This is an optimization exercise on Yosys and OpenROAD, whose aim is a short achievable clock period and few clock cycles, not a production implementation. In this exercise RTL edits were held to simulation tests only and were not proved equivalent to the original.

**design.v**
```verilog
module wspr_enc (
  input  wire       clk,
  input  wire       rst,       
  input  wire       we,        
  input  wire [7:0] addr,      
  input  wire [7:0] wdata,
  output reg  [7:0] rdata      
);
  localparam [31:0] POLY0 = 32'hF2D05351;
  localparam [31:0] POLY1 = 32'hE4613C47;
  localparam [161:0] SYNC = 162'b000110001101011000000011001010000011100010110011011100100100000100010101100011010010010101010110000101100010110011010000001010010000000111101001000111000100000011;
  localparam [1295:0] SRC_TAB = 1296'h55049e4d76258a39621194436c1b802f58079948712085345d0c8f3e67167b2a5201a15079288d3c651497466f1e83325b0a9c4b74238837600f92416a197e2d56059f4e77268b3a631295446d1c813059089a49722186355e0d903f68177c2b5302a04f78278c3b641396456e1d82315a099b4a732287365f0e914069187d2c54039d4c75248938611093426b1a7f2e57069847701f84335c0b8e3d66157a295100;
  localparam [2:0] E_NONE = 3'd0, E_CHAR = 3'd1, E_CALL = 3'd2, E_CMD = 3'd4;
  localparam integer RL = 3;
  localparam integer NG = 1 << (8 - RL);
  function is_digit(input [7:0] b);
    is_digit = (b >= 8'h30) && (b <= 8'h39);
  endfunction
  function is_upper(input [7:0] b);
    is_upper = (b >= 8'h41) && (b <= 8'h5A);
  endfunction
  function [7:0] to_upper(input [7:0] b);
    to_upper = ((b >= 8'h61) && (b <= 8'h7A)) ? b - 8'h20 : b;
  endfunction
  function [7:0] code(input [7:0] b);
    if (is_digit(b))       code = b - 8'h30;
    else if (b == 8'h20)   code = 8'd36;
    else if (is_upper(b))  code = b - 8'h41 + 8'd10;
    else                   code = 8'd255;
  endfunction
  function [31:0] rol32(input [31:0] x, input integer k);
    rol32 = (x << k) | (x >> (32 - k));
  endfunction
  function [31:0] hmix(input [31:0] x, input [31:0] y, input integer k);
    hmix = (x ^ y) - rol32(y, k);
  endfunction
  function [27:0] nterm(input [5:0] c, input integer pos);
    case (pos)
      0: nterm = c * 28'd7085880;           
      1: nterm = c * 28'd196830;            
      2: nterm = c * 28'd19683;             
      3: nterm = (c - 28'd10) * 28'd729;
      4: nterm = (c - 28'd10) * 28'd27;
      default: nterm = c - 28'd10;
    endcase
  endfunction
  function [323:0] encode(input [49:0] p);
    reg [161:0] s;
    reg         b0, b1;
    integer     t, j, k;
    begin
      for (t = 0; t < 81; t = t + 1) begin
        b0 = 1'b0;
        b1 = 1'b0;
        for (j = 0; j < 32; j = j + 1) begin
          if (t - j >= 0 && t - j < 50) begin
            if (POLY0[j]) b0 = b0 ^ p[49 - (t - j)];
            if (POLY1[j]) b1 = b1 ^ p[49 - (t - j)];
          end
        end
        s[2*t]     = b0;
        s[2*t + 1] = b1;
      end
      for (k = 0; k < 162; k = k + 1)
        encode[2*k +: 2] = {s[SRC_TAB[8*k +: 8]], SYNC[k]};
    end
  endfunction
  reg [7:0] call_r [0:9];
  reg [7:0] call_len;
  reg [7:0] power;
  reg [7:0] loc4_r [0:3];
  reg [7:0] loc6_r [0:5];
  reg [7:0] pfx_r  [0:2];
  reg [7:0] sfx;
  reg       use_sfx;
  reg       busy, done, err;
  reg [2:0] errcode;
  reg [323:0] sym_q;         
  wire [7:0] status = {1'b0, errcode, 1'b0, busy, err, done};
  reg       is3;             
  reg       is1;             
  reg [1:0] cnt;             
  integer i;
  reg [7:0] rawc [0:5];
  reg [7:0] shc  [0:5];
  reg [7:0] cs6  [0:5];
  reg       do_shift;
  always @* begin
    for (i = 0; i < 6; i = i + 1)
      rawc[i] = (i < call_len) ? call_r[i] : 8'h00;
    do_shift = is_digit(rawc[1]) && is_upper(rawc[2]);
    for (i = 0; i < 6; i = i + 1)
      shc[i] = do_shift ? ((i == 0) ? 8'h20 : rawc[i-1]) : rawc[i];
    for (i = 0; i < 6; i = i + 1)
      cs6[i] = (is_upper(to_upper(shc[i])) || is_digit(to_upper(shc[i])))
               ? to_upper(shc[i]) : 8'h20;
    if (cs6[4] == 8'h20)
      cs6[5] = 8'h20;
  end
  reg [7:0] pdA [0:5];       
  reg [7:0] pdB [0:5];       
  reg       pnA_bad, pnB_bad;
  always @* begin
    pnA_bad = 1'b0;
    pnB_bad = 1'b0;
    for (i = 0; i < 6; i = i + 1) begin
      pdA[i] = code(cs6[i]);
      pdB[i] = code(loc6_r[(i + 1) % 6]);
      if (pdA[i] == 8'd255) pnA_bad = 1'b1;
      if (pdB[i] == 8'd255) pnB_bad = 1'b1;
    end
    if (pdA[2] > 8'd9)  pnA_bad = 1'b1;
    if (pdA[3] < 8'd10) pnA_bad = 1'b1;
    if (pdA[4] < 8'd10) pnA_bad = 1'b1;
    if (pdA[5] < 8'd10) pnA_bad = 1'b1;
    if (pdB[2] > 8'd9)  pnB_bad = 1'b1;
    if (pdB[3] < 8'd10) pnB_bad = 1'b1;
    if (pdB[4] < 8'd10) pnB_bad = 1'b1;
    if (pdB[5] < 8'd10) pnB_bad = 1'b1;
  end
  reg [7:0] lu  [0:3];
  reg [7:0] loc [0:3];
  reg       loc_ok;
  always @* begin
    loc_ok = 1'b1;
    for (i = 0; i < 4; i = i + 1) begin
      lu[i] = to_upper(loc4_r[i]);
      if (!(is_digit(lu[i]) || ((lu[i] >= 8'h41) && (lu[i] <= 8'h52))))
        loc_ok = 1'b0;
    end
    for (i = 0; i < 4; i = i + 1)
      loc[i] = loc_ok ? lu[i] : ((i < 2) ? 8'h41 : 8'h30);
  end
  wire loc_bad = !((loc[0] >= 8'h41) && (loc[0] <= 8'h52) &&
                   (loc[1] >= 8'h41) && (loc[1] <= 8'h52) &&
                   is_digit(loc[2]) && is_digit(loc[3]));
  wire [4:0] la0 = loc[0] - 8'h41;
  wire [4:0] la1 = loc[1] - 8'h41;
  wire [3:0] ld2 = loc[2] - 8'h30;
  wire [3:0] ld3 = loc[3] - 8'h30;
  wire [7:0] pe0 = code(pfx_r[0]);
  wire [7:0] pe1 = code(pfx_r[1]);
  wire [7:0] pe2 = code(pfx_r[2]);
  wire       pfx_bad = (pe0 == 8'd255) || (pe1 == 8'd255) || (pe2 == 8'd255);
  wire       sfx_bad = (sfx > 8'd81);
  wire [7:0] sfx_v   = sfx - 8'd36;
  wire       sfx_two = (sfx >= 8'd36);
  wire [7:0] st0 = (sfx <= 8'd9)  ? 8'h30 + sfx :
                   (sfx <= 8'd35) ? 8'h41 + sfx - 8'd10 :
                                    8'h30 + sfx_v / 8'd10;
  wire [7:0] st1 = 8'h30 + sfx_v % 8'd10;
  wire [7:0] comp_len = use_sfx ? (call_len + (sfx_two ? 8'd3 : 8'd2))
                                : (call_len + 8'd4);
  wire       comp_bad = (comp_len < 8'd3) || (comp_len > 8'd10);
  reg [7:0] kb [0:11];
  always @* begin
    for (i = 0; i < 12; i = i + 1) begin
      if (use_sfx) begin
        if (i < call_len)                    kb[i] = call_r[i % 10];
        else if (i == call_len)              kb[i] = 8'h2F;
        else if (i == call_len + 1)          kb[i] = st0;
        else if (i == call_len + 2 && sfx_two) kb[i] = st1;
        else                                 kb[i] = 8'h00;
      end else begin
        if (i < 3)                           kb[i] = pfx_r[i % 3];
        else if (i == 3)                     kb[i] = 8'h2F;
        else if (i - 4 < call_len)           kb[i] = call_r[(i + 6) % 10];
        else                                 kb[i] = 8'h00;
      end
    end
  end
  wire [31:0] seed = 32'hDEADBEEF + 32'd146 + {24'd0, comp_len};
  wire [31:0] w0 = {kb[3],  kb[2],  kb[1], kb[0]};
  wire [31:0] w1 = {kb[7],  kb[6],  kb[5], kb[4]};
  wire [31:0] w2 = {kb[11], kb[10], kb[9], kb[8]};
  wire cl_bad = (call_len > 8'd10);
  wire [2:0] err1 = cl_bad ? E_CALL : (pnA_bad || loc_bad) ? E_CHAR : E_NONE;
  wire [2:0] err2 = cl_bad ? E_CALL : pnA_bad ? E_CHAR :
                    use_sfx ? (sfx_bad ? E_CALL : E_NONE) :
                    (pfx_bad ? E_CHAR : E_NONE);
  wire [2:0] err3 = cl_bad ? E_CALL : pnB_bad ? E_CHAR :
                    ((use_sfx && sfx_bad) || comp_bad) ? E_CALL : E_NONE;
  reg [5:0]  s1_pdA [0:5];
  reg [5:0]  s1_pdB [0:5];
  reg [4:0]  s1_la0, s1_la1;
  reg [3:0]  s1_ld2, s1_ld3;
  reg [5:0]  s1_pe0, s1_pe1, s1_pe2;
  reg [31:0] s1_a, s1_b, s1_c;
  always @(posedge clk) begin
    for (i = 0; i < 6; i = i + 1) begin
      s1_pdA[i] <= pdA[i][5:0];
      s1_pdB[i] <= pdB[i][5:0];
    end
    s1_la0 <= la0;
    s1_la1 <= la1;
    s1_ld2 <= ld2;
    s1_ld3 <= ld3;
    s1_pe0 <= pe0[5:0];
    s1_pe1 <= pe1[5:0];
    s1_pe2 <= pe2[5:0];
    s1_a   <= seed + w0;
    s1_b   <= seed + w1;
    s1_c   <= seed + w2;
  end
  wire [27:0] nA = nterm(s1_pdA[0], 0) + nterm(s1_pdA[1], 1) + nterm(s1_pdA[2], 2)
                 + nterm(s1_pdA[3], 3) + nterm(s1_pdA[4], 4) + nterm(s1_pdA[5], 5);
  wire [27:0] nB = nterm(s1_pdB[0], 0) + nterm(s1_pdB[1], 1) + nterm(s1_pdB[2], 2)
                 + nterm(s1_pdB[3], 3) + nterm(s1_pdB[4], 4) + nterm(s1_pdB[5], 5);
  wire [21:0] m1 = 22'd4124160 + 22'd64 + {14'd0, power}
                 - {s1_la0, 7'd0} * 22'd1800 - {s1_ld2, 7'd0} * 22'd180
                 + {s1_la1, 7'd0} * 22'd10 + {s1_ld3, 7'd0};
  wire [15:0] g_val = s1_pe0 * 16'd1369 + s1_pe1 * 16'd37 + s1_pe2;
  wire [21:0] m2 = use_sfx ? (((22'd27232 + sfx) << 7) + power + 22'd66)
                 : g_val[15] ? (({6'd0, 1'b0, g_val[14:0]} << 7) + power + 22'd66)
                 : (({6'd0, g_val} << 7) + power + 22'd65);
  wire [31:0] h1c = hmix(s1_c, s1_b, 14);
  wire [31:0] h1a = hmix(s1_a, h1c, 11);
  wire [31:0] h1b = hmix(s1_b, h1a, 25);
  reg [49:0] s2_pA;          
  reg [27:0] s2_nB;
  reg [31:0] s2_a, s2_b, s2_c;
  always @(posedge clk) begin
    s2_pA <= {nA, is1 ? m1 : m2};
    s2_nB <= nB;
    s2_a  <= h1a;
    s2_b  <= h1b;
    s2_c  <= h1c;
  end
  wire [31:0] h2c = hmix(s2_c, s2_b, 16);
  wire [31:0] h2a = hmix(s2_a, h2c, 4);
  wire [31:0] h2b = hmix(s2_b, h2a, 14);
  reg [27:0] s3_nB;
  reg [31:0] s3_b, s3_c;
  always @(posedge clk) begin
    s3_nB <= s2_nB;
    s3_b  <= h2b;
    s3_c  <= h2c;
  end
  wire [31:0] h3c = hmix(s3_c, s3_b, 24);
  wire [21:0] m3  = {h3c[14:0], 7'd0} - power + 22'd63;
  wire [323:0] symA = encode(s2_pA);
  wire [323:0] symB = encode({s3_nB, m3});
  wire       host_wr = we && !busy;
  wire       cmd_bad = (wdata[7:2] != 6'd0) || (wdata[1:0] == 2'd0);
  wire [2:0] cmd_err = cmd_bad ? E_CMD :
                       (wdata[1:0] == 2'd1) ? err1 :
                       (wdata[1:0] == 2'd2) ? err2 : err3;
  always @(posedge clk) begin
    if (rst) begin
      for (i = 0; i < 10; i = i + 1) call_r[i] <= 8'h00;
      for (i = 0; i < 4; i = i + 1)  loc4_r[i] <= 8'h00;
      for (i = 0; i < 6; i = i + 1)  loc6_r[i] <= 8'h00;
      for (i = 0; i < 3; i = i + 1)  pfx_r[i]  <= 8'h00;
      call_len <= 8'h00;
      power    <= 8'h00;
      sfx      <= 8'h00;
      use_sfx  <= 1'b0;
      busy     <= 1'b0;
      done     <= 1'b0;
      err      <= 1'b0;
      errcode  <= E_NONE;
    end else begin
      if (host_wr) begin
        if (addr <= 8'h09)                     call_r[addr[3:0]] <= wdata;
        else if (addr == 8'h0A)                call_len <= wdata;
        else if (addr == 8'h0B)                power <= wdata;
        else if (addr >= 8'h0C && addr <= 8'h0F) loc4_r[addr[1:0]] <= wdata;
        else if (addr >= 8'h10 && addr <= 8'h15) loc6_r[addr[2:0]] <= wdata;
        else if (addr >= 8'h16 && addr <= 8'h18) pfx_r[addr - 8'h16] <= wdata;
        else if (addr == 8'h19)                sfx <= wdata;
        else if (addr == 8'h1A)                use_sfx <= wdata[0];
        else if (addr == 8'h1B) begin
          if (cmd_err != E_NONE) begin
            busy    <= 1'b0;
            done    <= 1'b1;
            err     <= 1'b1;
            errcode <= cmd_err;
          end else begin
            busy    <= 1'b1;
            done    <= 1'b0;
            err     <= 1'b0;
            errcode <= E_NONE;
          end
        end
      end
      if (busy && (is3 ? (cnt == 2'd2) : (cnt == 2'd1))) begin
        sym_q <= is3 ? symB : symA;
        busy  <= 1'b0;
        done  <= 1'b1;
      end
    end
  end
  always @(posedge clk) begin
    if (host_wr && addr == 8'h1B) begin
      is3 <= wdata[1:0] == 2'd3;
      is1 <= wdata[1:0] == 2'd1;
      cnt <= 2'd0;
    end else if (busy) begin
      cnt <= cnt + 2'd1;
    end
  end
  reg [7:0] win [0:255];
  always @* begin
    for (i = 0; i < 256; i = i + 1) win[i] = 8'h00;
    for (i = 0; i < 10; i = i + 1) win[i] = call_r[i];
    win[8'h0A] = call_len;
    win[8'h0B] = power;
    for (i = 0; i < 4; i = i + 1) win[8'h0C + i] = loc4_r[i];
    for (i = 0; i < 6; i = i + 1) win[8'h10 + i] = loc6_r[i];
    for (i = 0; i < 3; i = i + 1) win[8'h16 + i] = pfx_r[i];
    win[8'h19] = sfx;
    win[8'h1A] = {7'd0, use_sfx};
    win[8'h1C] = status;
    for (i = 0; i < 162; i = i + 1) win[8'h20 + i] = {6'd0, sym_q[2*i +: 2]};
  end
  reg [7:0]    rd_grp [0:NG-1];
  reg [NG-1:0] rd_sel;
  integer g;
  always @(posedge clk) begin
    for (g = 0; g < NG; g = g + 1) begin
      rd_grp[g] <= win[g * (1 << RL) + addr[RL-1:0]];
      rd_sel[g] <= (addr[7:RL] == g);
    end
  end
  always @* begin
    rdata = 8'h00;
    for (g = 0; g < NG; g = g + 1)
      rdata = rdata | (rd_grp[g] & {8{rd_sel[g]}});
  end
endmodule
```
**run.sh**
```bash
#!/bin/bash
# synth_recipe.tcl (not shown) runs the flow's synth.tcl, then flattens the netlist and writes it again
# the make line also repeats each setting of config.mk as NAME=value (left out here)
make -C /OpenROAD-flow-scripts/flow DESIGN_CONFIG=/design/flow/config.mk WORK_HOME=/design/flow/orfs CLKGATE_MAP_FILE= SYNTH_SCRIPT=/design/flow/synth_recipe.tcl finish
```
**config.mk**
```make
export PLATFORM = sky130hd
export DESIGN_NAME = wspr_enc
export DESIGN_NICKNAME = wspr_enc
export VERILOG_FILES = /design/flow/design.v
export SDC_FILE = /design/flow/constraint.sdc
export NUM_CORES = 4
export LEC_CHECK = 0
export CAP_MARGIN = 20
export CORE_MARGIN = 2
export CORE_UTILIZATION = 40
export PLACE_DENSITY = 0.6
export SLEW_MARGIN = 20
```
**constraint.sdc**
```tcl
create_clock -name core_clock -period 25.0 [get_ports {clk}]
set_input_delay 5.0000 -clock core_clock [delete_from_list [all_inputs] [get_ports {clk}]]
set_output_delay 5.0000 -clock core_clock [all_outputs]
set_load 0.01 [all_outputs]
```
==> summary.txt <==
## registers in the layout, summed over array words and instances (netlist names), 36 cells and up
signal and cells:
rd_grp 91, sym_q 158, s2_pA 50, s1_pdA 36, loc6_r 48, call_r 80
s1_pdB 36
## per-stage QoR
step             util
2_1_floorplan       -
3_3_place_gp   0.4203
3_5_place_dp   0.4203
4_1_cts        0.4368
5_1_grt        0.4371
6_report       0.4371
## kinds of logic after synthesis
kind of cell	synth area share
flip-flops	0.2355
adder cells (fa/ha/maj)	0.2139
AND/OR/NAND/NOR	0.1176
other	0.00003953
AO/OA/AOI/OAI	0.1500
XOR/XNOR	0.2008
buffers and inverters	0.06126
multiplexers	0.02088
## Yosys cell counts (all sizes together), types with 37 or more instances
cell    instances
clkbuf        292
a211oi         48
buf            71
nand3         176
edfxtp        344
o211ai         83
fa            376
a31oi          70
or2            71
a21o          117
nor2b          85
and2          144
inv          1172
or3            59
nor3          165
a21boi         53
o221ai         37
nor4           44
o21bai         72
o22ai          44
dfxtp         600
xor2          606
nor2          751
nand2b         64
o31ai          54
and3           68
mux2i         109
ha           1020
o21ai         587
nand2         626
a21oi         579
a22oi          49
xnor2        1557
a221oi         52
o21a           98
## worst min path at each step
stage                                    to  slack (ns)
after global placement     s3_nB[6]$_DFF_P_        0.31
after CTS                  s3_nB[3]$_DFF_P_        0.32
after global routing       s3_nB[3]$_DFF_P_        0.33
after floorplan            s3_nB[0]$_DFF_P_        0.31
final                      s3_nB[3]$_DFF_P_        0.32
after detailed placement  s3_nB[10]$_DFF_P_        0.31
## layout make-up
class,instances,area share
inverter,1177,0.04289
clock buffer,147,0.03158
clock inverter,62,0.006122
multi-input combinational,8331,0.6498
sequential,944,0.2169
tap,3150,0.03827
timing repair buffer,187,0.01425
antenna,7,0.0001701
## worst max-delay path: cells and delay by family (launching register included)
family,cells,cell delay [ns]
AOI/OAI and AO/OA,16,4.56
xor gates and xnor gates,2,0.69
adders and majority gates,3,1.06
buffers and inverters,2,0.70
DFF,1,0.89
muxes,1,0.32
and+or+nand+nor,9,2.46
## cells in the final DEF (no fill, tap or decap), drive strengths merged, types with 48 or more instances in the layout
master  Yosys  layout
dfxtp     600     600
nand2     626     626
and2      144     144
and3       68      68
o211ai     83      83
buf        71     165
fa        376     376
a21boi     53      53
ha       1020    1020
nand3     176     176
o31ai      54      54
o21ai     587     587
a221oi     52      52
clkbuf    292     147
xnor2    1557    1557
edfxtp    344     344
xor2      606     606
nor3      165     165
a21oi     579     579
or3        59      59
o21a       98      98
a22oi      49      49
a31oi      70      70
nor2b      85      85
inv      1172    1191
a211oi     48      48
a21o      117     117
nand2b     64      64
o21bai     72      72
mux2i     109     109
or2        71      71
nor2      751     751
## routing by layer
metal  GRT usage  part of all wire  vias to the layer above
met2      0.4665              0.44                     3888
met3     0.04966             0.085                      910
li1            -                 -                    36510
met1      0.3736              0.40                    38650
met5           0           0.00011                        -
met4      0.1775             0.070                        6
==> flow_metrics.env <==
export IMPL_cp_arrival_ns=11.51
export IMPL_fmax_mhz=92.71
export IMPL_io_pins=27
export IMPL_holdPathStages=0
export IMPL_rsz0062_at_grt="false"
export IMPL_layout_nets=12170
export IMPL_antenna_found_initial=18
export IMPL_fin_crit_ns=10.79
export IMPL_regArea_um2=22350
export IMPL_holdBufCountCts=0
export IMPL_cp_endpoint="s1_c[28]$_DFF_P_"
export IMPL_cts_setup_buffers=0
export IMPL_pre_cts_ws_ns=14.51
export IMPL_drive_gt1_frac=0.05218
export IMPL_run_status="no timing/DRC/antenna violations"
export IMPL_crit_path_end_kind="flop"
export IMPL_cts_sink_count=944
export IMPL_antenna_left=0
export IMPL_grt_pass1_wl_um=529500
export IMPL_htree_levels=3
export IMPL_drc=0
export IMPL_dieArea_um2=241100
export IMPL_synth_area_per_cell_um2=8.788
export IMPL_finalMaxSlewViolations=0
export IMPL_worst_setup_path_start_kind="flop"
export IMPL_synth_area_leaders="xnor2_1 14%, ha_1 13%, dfxtp_1 13%, edfxtp_1 11%, fa_1 7.9%"
export IMPL_routed_via_density=5.710
export IMPL_ys_flop_type="dfxtp_1"
export IMPL_fp_coreArea_um2=235600
export IMPL_clk_path_buf_depth=3
export IMPL_drt_first_iter_violations=9162
export IMPL_hold_viol_final=0
export IMPL_dp_cells=13790
export IMPL_synth_top_cell_area_share=0.1433
export IMPL_multi_input_area_um2=66920
export IMPL_syn_cell_area_um2=94870
export IMPL_hold_slack_ns=0.3161
export IMPL_critical_path_class="reg -> reg"
export IMPL_post_dp_cell_area_um2=99050
export IMPL_start_util=0.4026
export IMPL_worst_pin_slew_ns=1.283
export IMPL_ys_ff_latch=944
export IMPL_die_w_um=491
export IMPL_wire_per_inst_um=25.96
export IMPL_reg2reg_depth=33
export IMPL_drv_cap=0
export IMPL_ys_async_sr_fraction=0
export IMPL_overflow=0
export IMPL_skew_ns=0.05824
export IMPL_r2r_slack_ns=14.21
export IMPL_cts_resized=0
export IMPL_cts_buffers_inserted=111
export IMPL_place_congestion=1.069
export IMPL_row_count=178
export IMPL_timing_rr_start="sfx[2]$_SDFFE_PP0P_"
export IMPL_fin_crit_sh=0.4315
export IMPL_synth_cell_types=107
export IMPL_cp_data_required_time_ns=25.72
export IMPL_slowest_delay_ns=0.89
export IMPL_synth_edf_count=344
export IMPL_hold_start="s2_nB[3]$_DFF_P_"
export IMPL_synth_cells=10800
export IMPL_final_cells=14010
export IMPL_relSlewSlack=0.1358
export IMPL_dp_hpwl_um=294800
export IMPL_die_y_um=491
export IMPL_grt_usage=0.2940
export IMPL_startpoint="sfx[2]$_SDFFE_PP0P_"
export IMPL_synth_top_area_cell="xnor2_1"
export IMPL_routed_wl_um=363600
export IMPL_r2r_end="s1_c[28]$_DFF_P_"
export IMPL_ys_warn_count=13
export IMPL_cts_root_buf="clkbuf_16"
export IMPL_cts_tree="done"
export IMPL_timing_final_ws_setup_ns=14.21
export IMPL_area_growth_syn_to_layout_pct=8.571
export IMPL_grt_start_max_net_pins=151
export IMPL_drt_first_pass_iters=6
export IMPL_fillers=23320
export IMPL_design_area_um2=103000
export IMPL_synth_seq_area_share=0.2355
export IMPL_vias=79960
export IMPL_timing_setup_tns_ns=0
export IMPL_cp_max_fo=23
export IMPL_hp_class="reg -> reg"
export IMPL_setup_viol=0
export IMPL_slowest_stage="dfxtp_1"
export IMPL_cts_clk_slew_worst_paths_ns=0.07
export IMPL_grt_pass1_vias=79380
export IMPL_port_buffers=26
export IMPL_clk_latency_ns=0.79
Testbench counts, summed over its fixed seeds: cycles 176,293.

## port drivers added, routing unchanged
No port has a modelled driver above. Below, the same layout with a new extraction and two added sets of constraints.
Step 1, drivers: a clkbuf_16 drives clk and a buf_2 each remaining input, both assumed.
Step 2 times the ports against the registers' clock, not the clock port: input delays grow and output delays shrink by t, the midpoint of the rising clock arrivals with the driver on.
Slacks: ideal / step 1 / step 2; pairs: ideal / step 1.
t, ns: 0.857
setup WS [ns]: 14.214 / 14.214 / 14.214
worst slew at a driven data input, ns: 0.22
pins driven straight from the clock port: 1
After both steps setup and hold are still met in this run. For this run, drivers alone change the setup slack by 0.000 ns; drivers and shift together by 0.000 ns.
